Background: an optimization exercise with open tools, aiming at small area. Do not read the settings as production practice. Where RTL was checked, it was by simulation tests only, not by an equivalence proof against the original. Power figures rest on the tool's default switching activity, not on a simulated workload.

==> wip/onyx <==
==> flow/design.v (excerpt) <==
module gfe (
    input  wire        clk,
    input  wire        rst,           
    input  wire        cfg_mode,      
    input  wire [3:0]  cfg_base_col,  
    input  wire        in_valid,
    output wire        in_ready,
    input  wire [7:0]  in_data,
    output wire        out_valid,
    input  wire        out_ready,
    output reg  [7:0]  out_data,
    input  wire        stat_rd,
    input  wire [7:0]  stat_addr,
    output reg         stat_rvalid,
    output reg  [31:0] stat_rdata
);
    localparam [2:0] S_LISTEN = 3'd0,
                     S_ACCUM  = 3'd1,
                     S_RENDER = 3'd2,
                     S_ACK    = 3'd3,
                     S_DIAG   = 3'd4,
                     S_FAULT  = 3'd5;
    localparam [7:0] T_NET_ACCEPTED = 8'h18,
                     T_NET_DATA     = 8'h19,
                     T_NET_READ_ERR = 8'h1A,
                     T_NET_WR_DONE  = 8'h1B,
                     T_NET_WR_ERR   = 8'h1C,
  ...
export LEC_CHECK = 0
export CAP_MARGIN = 20
export CORE_MARGIN = 2
export CORE_UTILIZATION = 65
export PLACE_DENSITY = 0.8
export SLEW_MARGIN = 20
create_clock -name core_clock -period 10.0 [get_ports {clk}]
standard.sh (not shown) runs the stock make flow with config.mk's settings and CLKGATE_MAP_FILE= SYNTH_SCRIPT=/design/flow/synth_recipe.tcl, a recipe that flattens the netlist after the stock synthesis.
==> flow/flow/run.sh <==
#!/bin/bash
# Own layout flow: the standard ORFS flow (standard.sh) with these changes:
#  - after the standard synthesis (bash standard.sh synth, unchanged), the
#    combinational cells are mapped again with area-oriented ABC scripts
#    (flow/map_*.abc). The flip-flops, their names and cell types stay as
#    the standard synthesis made them. The smallest result that Yosys proves
#    equivalent to the standard netlist replaces it; if none is proved, the
#    standard netlist is kept;
#  - ports are buffered with the smallest buffer (buf_1);
#  - CTS builds the clock tree from clkbuf_4 without dummy loads.
# Logs, one per tool run, in this folder: synth.log, unmap.log,
# resyn_<script>.log, equiv_<script>.log, resyn.txt (the choice) and
# standard.log; each ORFS step's full log is under orfs/logs/.
set -uo pipefail
export BUFFER_PORTS_ARGS="-buffer_cell sky130_fd_sc_hd__buf_1"
export CTS_ARGS="-sink_clustering_enable -repair_clock_nets -dont_use_dummy_load -buf_list sky130_fd_sc_hd__clkbuf_4 -sink_clustering_size 10 -sink_clustering_max_diameter 30"
LIB=$FLOW_HOME/platforms/sky130hd/lib/sky130_fd_sc_hd__tt_025C_1v80.lib
R=orfs/results/sky130hd/gfe/base
W=$PWD

bash standard.sh synth > synth.log 2>&1 || exit 1

mkdir -p resyn
cp $R/1_2_yosys.v resyn/std.v
python3 flow/unmap.py $LIB resyn/std.v resyn/conv.v > unmap.log 2>&1

remap() {  # $1 = script name
  local n=$1
  cat > resyn/$n.ys <<EOT
read_liberty -lib $LIB
read_verilog resyn/conv.v
hierarchy -top gfe
proc
opt -purge
techmap
opt -fast -purge
abc -liberty $LIB -dont_use *lpflow* -dont_use *probe* -script $W/flow/$n.abc
opt_clean -purge
hilomap -singleton -hicell sky130_fd_sc_hd__conb_1 HI -locell sky130_fd_sc_hd__conb_1 LO
insbuf -buf sky130_fd_sc_hd__buf_4 A X
splitnets
opt_clean -purge
stat -liberty $LIB
write_verilog -noattr -noexpr -nohex -nodec resyn/$n.v
EOT
  timeout 900 yosys -s resyn/$n.ys > resyn_$n.log 2>&1
}

equiv() {  # $1 = script name
  local n=$1
  cat > resyn/$n.eq.ys <<EOT
read_liberty -ignore_miss_func -ignore_miss_dir $LIB
read_verilog resyn/std.v
rename gfe gold
read_verilog resyn/$n.v
rename gfe gate
hierarchy -check
flatten gold gate
opt_clean
rename -hide gold/w:_* gate/w:_*
equiv_make gold gate eq
hierarchy -top eq
equiv_simple -seq 3
equiv_induct
equiv_status -assert
EOT
  timeout 1200 yosys -s resyn/$n.eq.ys > equiv_$n.log 2>&1
}

pids=()
for s in flow/map_*.abc; do
  remap $(basename $s .abc) &
  pids+=($!)
done
for p in "${pids[@]}"; do wait $p; done

: > resyn.txt
for s in flow/map_*.abc; do
  n=$(basename $s .abc)
  a=$(grep 'Chip area' resyn_$n.log 2>/dev/null | tail -1 | awk '{print $NF}')
  [[ -n "$a" && -s resyn/$n.v ]] && echo "$a $n" >> resyn.txt
done
chosen=""
for n in $(sort -g resyn.txt | awk '{print $2}'); do
  if equiv $n; then chosen=$n; break; fi
  echo "$n not proved equivalent" >> resyn.txt
done
if [[ -n "$chosen" ]]; then
  echo "using $chosen" >> resyn.txt
  cp resyn/$chosen.v $R/1_2_yosys.v
  rm -f $R/1_synth.odb $R/1_synth.sdc
else
  echo "keeping the standard netlist" >> resyn.txt
fi

bash standard.sh > standard.log 2>&1
==> flow/flow/map_a.abc <==
strash
&get -n
&fraig -x
&put
scorr
dc2
dretime
strash
&get -n
&dch -f
&nf -R 1000 -p
&put
mfs3 -a
==> flow/flow/map_b.abc <==
strash
&get -n
&fraig -x
&put
scorr
dc2
dretime
strash
&get -n
&dch -f
&nf -R 1000
&put
==> flow/flow/map_c.abc <==
strash
&get -n
&deepsyn -T 120
&put
strash
&get -n
&dch -f
&nf -R 1000 -p
&put
mfs3 -a
==> flow/flow/map_d.abc <==
strash
&get -n
&deepsyn -T 60
&put
strash
&get -n
&dch -f
&nf -R 1000 -p
&put
mfs3 -a
strash
&get -n
&deepsyn -T 60
&put
strash
&get -n
&dch -f
&nf -R 1000 -p
&put
mfs3 -a
==> flow/flow/map_e.abc <==
strash
&get -n
&deepsyn -T 60 -o
&put
strash
&get -n
&dch -f
&nf -R 1000 -p
&put
mfs3 -a
Other scripts of this flow, unchanged in this note and not shown: flow/flow/unmap.py
==> wip/cedar: changes against wip/onyx <==
--- a/flow/design.v
+++ b/flow/design.v
@@ -33,25 +33,25 @@
     reg  [1:0]  dstep;
     reg  [5:0]  offset;
     wire        fault = state[2];
     reg  [319:0] rb;
     reg  [5:0]   ph;
     wire         ph0 = ph == 6'd0;
     reg  [39:0] fr;
     reg         fc;          
+    reg         fz;          
     reg         rp;          
     wire        mode     = fr[7];
     wire [3:0]  base_col = fr[6:3];
     wire [2:0]  cause    = fr[2:0];
-    reg  [1:0]  io;
-    wire        req_pending = io == 2'd3;
-    wire        d_len       = io == 2'd1;
-    wire        d_data      = io == 2'd2;
+    reg         req_pending;
     reg  [7:0]  cnt;
+    reg         d_len;       
+    reg         d_data;      
     wire first  = cnt[7];
     wire second = !cnt[7] && cnt[4:0] == 5'd0;
     wire glyph  = (state == S_RENDER) && !step[4] && !step[3];
     wire rowb   = glyph && !first && !second;
     wire curb   = (state == S_RENDER) && !glyph && !step[0] && second;
     wire aligned = ph == ({1'b0, step[2:0], 2'b00} + {3'b000, step[2:0]});
     wire [2:0] lane = 3'd0 - cnt[2:0];
     wire [7:0] x0 = rb[319:312], x1 = rb[311:304], x2 = rb[303:296],
@@ -156,75 +156,79 @@
         end
     end
     always @(posedge clk) begin
         if (rst) begin
             state       <= S_LISTEN;
             step        <= 5'd0;
             dstep       <= 2'd0;
             offset      <= 6'd0;
-            io          <= 2'd3;
+            req_pending <= 1'b1;
             cnt         <= 8'hFF;
+            d_len       <= 1'b0;
+            d_data      <= 1'b0;
         end else begin
             if (out_fire)
                 cnt <= last ? 8'hFF : cnt + 8'd1;
             if (out_fire && last)
-                io <= 2'd0;
+                req_pending <= 1'b0;
             if (in_fire) begin
                 if (d_data) begin
                     cnt <= cnt + 8'd1;
                     if (!fault)
                         offset <= offset + 6'd1;
                     if (cnt == 8'hFE) begin
-                        io <= fault ? 2'd0 : 2'd3;
+                        d_data <= 1'b0;
                         if (!fault) begin
+                            req_pending <= 1'b1;
                             if (offset == 6'd39)
                                 state <= S_RENDER;
                         end
                     end
                 end else if (d_len) begin
-                    io     <= (in_data != 8'd0) ? 2'd2 : 2'd0;
+                    d_len  <= 1'b0;
+                    d_data <= in_data != 8'd0;
                     cnt    <= ~in_data;
                 end else if (in_data == T_NET_DATA) begin
-                    io <= 2'd1;
+                    d_len <= 1'b1;
                 end else if (fault) begin
                     if (state == S_DIAG && in_data == T_DISP_OK) begin
                         dstep <= dstep + 2'd1;
                         if (dstep == 2'd2) state <= S_FAULT;
-                        else               io <= 2'd3;
+                        else               req_pending <= 1'b1;
                     end else if (state == S_DIAG && in_data == T_DISP_ERR) begin
                         state <= S_FAULT;
                     end
                 end else begin
                     case (state)
                         S_LISTEN:
                             if (in_data == T_NET_ACCEPTED) begin
-                                state <= S_ACCUM; io <= 2'd3;
+                                state <= S_ACCUM; req_pending <= 1'b1;
                             end
                         S_ACCUM: ;
                         S_RENDER:
                             if (in_data == T_DISP_OK) begin
-                                io <= 2'd3;
+                                req_pending <= 1'b1;
                                 if (step == 5'd23) begin
                                     step <= 5'd0;
                                     if (mode) begin
                                         state  <= S_ACK;
                                     end else begin
                                         state  <= S_ACCUM;
                                         offset <= 6'd0;
                                     end
                                 end else begin
                                     step <= step + 5'd1;
                                 end
                             end else if (in_data == T_DISP_ERR) begin
-                                io <= 2'd3;
+                                req_pending <= 1'b1;
                             end
                         default:  
                             if (in_data == T_NET_WR_DONE) begin
-                                state <= S_ACCUM; offset <= 6'd0; io <= 2'd3;
+                                state <= S_ACCUM; offset <= 6'd0; req_pending <= 1'b1;
                             end
                     endcase
                 end
                 if (set_cause)
                     state <= (new_cause == 3'd6) ? S_DIAG : S_FAULT;
             end
         end
     end
@@ -233,15 +237,16 @@
                && state == S_RENDER && step == 5'd23;
     wire cin = ph0 ? inc : fc;
     wire fbit = !ph[5];                  
     wire sum  = fr[39] ^ (cin && fbit);
     always @(posedge clk) begin
         rb <= {rb[311:0], wr ? in_data : rb[319:312]};
         ph <= rst ? 6'd1 : (ph == 6'd39) ? 6'd0 : ph + 6'd1;
         fc <= fr[39] && cin;
+        fz <= rst || (fz && fbit);
         fr <= {fr[38:8],
                rst ? cfg_mode : fr[7],
                rst ? cfg_base_col : fr[6:3],
                rst ? 3'd0 : set_cause ? new_cause : fr[2:0],
-               (rst || (state == S_LISTEN && fbit)) ? 1'b0 : sum};
+               (rst || (fz && fbit)) ? 1'b0 : sum};
     end
 endmodule
==> flow/flow/run.sh (replaced) <==
#!/bin/bash
# Own layout flow: the standard ORFS flow (standard.sh) with these changes:
#  - after the standard synthesis, the combinational cells are mapped again
#    with area-oriented ABC scripts (flow/area_*.abc); the flip-flops, their
#    names and cell types stay as the standard synthesis made them. The
#    smallest result that is proved equivalent to the standard netlist is
#    used; if none is, the standard netlist is kept;
#  - ports are buffered with the smallest buffer (buf_1);
#  - CTS builds the clock tree from clkbuf_8 without dummy loads;
#  - non-critical cells are downsized after global routing (RECOVER_POWER).
# Logs: synth.log, resyn/*.log, standard.log here, and each ORFS step's
# full log under orfs/logs/.
set -uo pipefail
export BUFFER_PORTS_ARGS="-buffer_cell sky130_fd_sc_hd__buf_1"
export CTS_ARGS="${CTS_ARGS_OVERRIDE:--sink_clustering_enable -repair_clock_nets -dont_use_dummy_load -buf_list sky130_fd_sc_hd__clkbuf_8 -sink_clustering_size 20 -sink_clustering_max_diameter 60}"
export RECOVER_POWER=100
LIB=$FLOW_HOME/platforms/sky130hd/lib/sky130_fd_sc_hd__tt_025C_1v80.lib
R=orfs/results/sky130hd/gfe/base

bash standard.sh synth > synth.log 2>&1 || exit 1

mkdir -p resyn
cp $R/1_2_yosys.v resyn/std.v
python3 flow/unmap.py $LIB resyn/std.v resyn/conv.v > resyn/unmap.log 2>&1
best=""; best_area=""
for s in flow/area_*.abc; do
  n=$(basename $s .abc)
  cat > resyn/$n.ys <<EOT
read_liberty -lib $LIB
read_verilog resyn/conv.v
hierarchy -top gfe
proc
opt -purge
techmap
opt -fast -purge
abc -liberty $LIB -dont_use *lpflow* -dont_use *probe* -script $PWD/$s
opt_clean -purge
hilomap -singleton -hicell sky130_fd_sc_hd__conb_1 HI -locell sky130_fd_sc_hd__conb_1 LO
insbuf -buf sky130_fd_sc_hd__buf_4 A X
splitnets
opt_clean -purge
stat -liberty $LIB
write_verilog -noattr -noexpr -nohex -nodec resyn/$n.v
EOT
  if timeout 600 yosys -s resyn/$n.ys > resyn/$n.log 2>&1; then
    a=$(grep 'Chip area' resyn/$n.log | tail -1 | awk '{print $NF}')
    echo "$n $a" >> resyn/areas.txt
    cat > resyn/$n.eq.ys <<EOT
read_liberty -ignore_miss_func -ignore_miss_dir $LIB
read_verilog resyn/std.v
rename gfe gold
read_verilog resyn/$n.v
rename gfe gate
hierarchy -check
flatten gold gate
opt_clean
rename -hide gold/w:_* gate/w:_*
equiv_make gold gate eq
hierarchy -top eq
equiv_simple -seq 3
equiv_induct
equiv_status -assert
EOT
    if timeout 900 yosys -s resyn/$n.eq.ys > resyn/$n.eq.log 2>&1; then
      echo "$n equivalent" >> resyn/areas.txt
      if [[ -z "$best" ]] || python3 -c "import sys; sys.exit(0 if float('$a') < float('$best_area') else 1)"; then
        best=$n; best_area=$a
      fi
    fi
  fi
done
if [[ -n "$best" ]]; then
  echo "using $best ($best_area)" >> resyn/areas.txt
  cp resyn/$best.v $R/1_2_yosys.v
  rm -f $R/1_synth.odb $R/1_synth.sdc
else
  echo "keeping the standard netlist" >> resyn/areas.txt
fi

bash standard.sh > standard.log 2>&1
==> flow/flow/area_s2.abc (new file) <==
strash
&get -n
&fraig -x
&put
scorr
dc2
dretime
strash
&get -n
&dch -f
&nf -R 1000
&put
==> flow/flow/area_t1.abc (new file) <==
strash
&get -n
&fraig -x
&put
scorr
dc2
dretime
strash
&get -n
&dch -f
&nf -R 1000 -p -F 8 -A 4
&put
==> flow/flow/area_t4.abc (new file) <==
strash
&get -n
&fraig -x
&put
scorr
dc2
dretime
strash
dc2
strash
&get -n
&dch -f
&nf -R 1000 -p -k
&put
==> flow/flow/area_t5.abc (new file) <==
strash
&get -n
&fraig -x
&put
scorr
dc2
dretime
strash
&get -n
&dch -f
&nf -R 1000 -p
&put
mfs3 -a
==> flow/flow/area_t6.abc (new file) <==
strash
&get -n
&fraig -x
&put
scorr
dc2
strash
&get -n
&synch2
&nf -R 1000 -p
&put
==> flow/config.mk (replaced) <==
export PLATFORM = sky130hd
export DESIGN_NAME = gfe
export DESIGN_NICKNAME = gfe
export VERILOG_FILES = /design/flow/design.v
export SDC_FILE = /design/flow/constraint.sdc
export NUM_CORES = 4
export LEC_CHECK = 0
export CAP_MARGIN = 20
export CORE_MARGIN = 2
export CORE_UTILIZATION = 40
export PLACE_DENSITY = 0.6
export SLEW_MARGIN = 20
removed: flow/flow/map_a.abc
removed: flow/flow/map_b.abc
removed: flow/flow/map_c.abc
removed: flow/flow/map_d.abc
removed: flow/flow/map_e.abc
==> wip/juniper: changes against wip/onyx <==
--- a/flow/flow/run.sh
+++ b/flow/flow/run.sh
@@ -8,17 +8,17 @@
 #    standard netlist is kept;
 #  - ports are buffered with the smallest buffer (buf_1);
 #  - CTS builds the clock tree from clkbuf_4 without dummy loads.
 # Logs, one per tool run, in this folder: synth.log, unmap.log,
 # resyn_<script>.log, equiv_<script>.log, resyn.txt (the choice) and
 # standard.log; each ORFS step's full log is under orfs/logs/.
 set -uo pipefail
 export BUFFER_PORTS_ARGS="-buffer_cell sky130_fd_sc_hd__buf_1"
-export CTS_ARGS="-sink_clustering_enable -repair_clock_nets -dont_use_dummy_load -buf_list sky130_fd_sc_hd__clkbuf_4 -sink_clustering_size 10 -sink_clustering_max_diameter 30"
+export CTS_ARGS="-sink_clustering_enable -repair_clock_nets -dont_use_dummy_load -buf_list sky130_fd_sc_hd__clkbuf_4 -sink_clustering_size 12 -sink_clustering_max_diameter 30"
 LIB=$FLOW_HOME/platforms/sky130hd/lib/sky130_fd_sc_hd__tt_025C_1v80.lib
 R=orfs/results/sky130hd/gfe/base
 W=$PWD
 
 bash standard.sh synth > synth.log 2>&1 || exit 1
 
 mkdir -p resyn
 cp $R/1_2_yosys.v resyn/std.v
==> comparison <==
Sequential cell count is the same in wip/onyx and wip/juniper.
Of wip/onyx and wip/juniper, wip/juniper has the higher maximum frequency (gap about 0.26%, measured against wip/juniper).
The highest first-iteration DRC count belongs to wip/juniper, the lowest to wip/cedar.
wip/juniper finished clean. wip/onyx finished with timing, DRC and antenna clean. wip/cedar finished but failed the layout checks on max-capacitance violations, max-slew violations.
The lowest total power belongs to wip/cedar, the highest to wip/onyx.
Routed wire length, lowest first: wip/juniper, wip/cedar, wip/onyx.
The highest clock skew belongs to wip/juniper, the lowest to wip/cedar.
The lowest count of clock-buffer cells in the layout belongs to wip/cedar, the highest to wip/onyx.
Non-clock buffer count: wip/cedar is higher than wip/onyx (4).
In wip/juniper the area after synthesis is lower than in wip/cedar, by 4.7%.
Global-route usage: wip/cedar < wip/juniper < wip/onyx.
==> figures <==
                                                                          wip/juniper                                        wip/cedar                 wip/onyx
Reg power frac                                                                  67.8%                                            69.2%                    67.3%
Average wire length per cell after detail routing                             19.0 um                                          16.1 um                  19.1 um
Die Ht                                                                         130 um                                           169 um                   130 um
Global Route met3 Usage                                                         6.11%                                            2.74%                    6.36%
Power in combinational cells                                                   176 uW                                          63.4 uW                   177 uW
Global-route wire length before repair                                       33200 um                                         34700 um                 33300 um
Fraction of final layout cells sized beyond drive strength 1                    5.45%                                            2.69%                    5.75%
Worst slew pin tran                                                           1.10 ns                                          2.07 ns                  1.07 ns
Netlist Area Pre-Place                                                      10400 um2                                        10900 um2                10400 um2
Met2 capacity usage during global routing                                       39.9%                                            20.9%                    39.5%
Power Clock                                                                    643 uW                                           655 uW                   663 uW
Number of maximum-capacitance constraint violations                                 0                                                2                        0
Final clock-cell share                                                          3.07%                                            2.89%                    3.26%
Vias                                                                             6434                                             6816                     6494
Multi-input comb cells                                                            393                                              497                      393
Period utilisation layout                                                       57.0%                                            60.2%                    57.2%
CTS clock-pin slew for the worst setup and hold paths                         0.11 ns                                          0.11 ns                  0.10 ns
Half-perimeter wire length after placement                                   15100 um                                         14700 um                 15100 um
Number of buffers inserted during clock tree synthesis                             46                                               25                       49
Std-Cell Core Area                                                          15700 um2                                        26800 um2                15700 um2
Outcome                                                       complete, no violations                         finished with violations  complete, no violations
Layout check failures                                                               -  max-capacitance violations, max-slew violations                        -
Reg-to-reg setup timing slack                                                 5.73 ns                                          5.83 ns                  5.68 ns
No functional check of the RTL was part of wip/cedar.

==> static timing again, ports no longer ideal <==
In the flow no input, the clock included, has a driving cell. The finished layouts below were timed again as built, in two steps.
Step 1 assumes that a clkbuf_16 drives the clock port and a buf_2 every other input.
Step 2, shift: input delay + t, output delay - t, t = (earliest + latest rising clock arrival at the registers) / 2. This alone moves slack from input paths to output paths.
Three values: no drivers, after step 1, after step 2; two values: the first two.
| run | t, ns | setup WS [ns] | worst setup path after step 2 |
|---|---|---|---|
| wip/onyx | 0.660 | 4.281 / 4.244 / 4.270 | input to output |
| wip/cedar | 0.591 | 3.980 / 3.945 / 3.945 | input to output |
| wip/juniper | 0.652 | 4.296 / 4.271 / 4.271 | input to output |
The setup slack of wip/cedar, which loses most, moves by -0.035 ns with the drivers and by -0.035 ns with both steps.
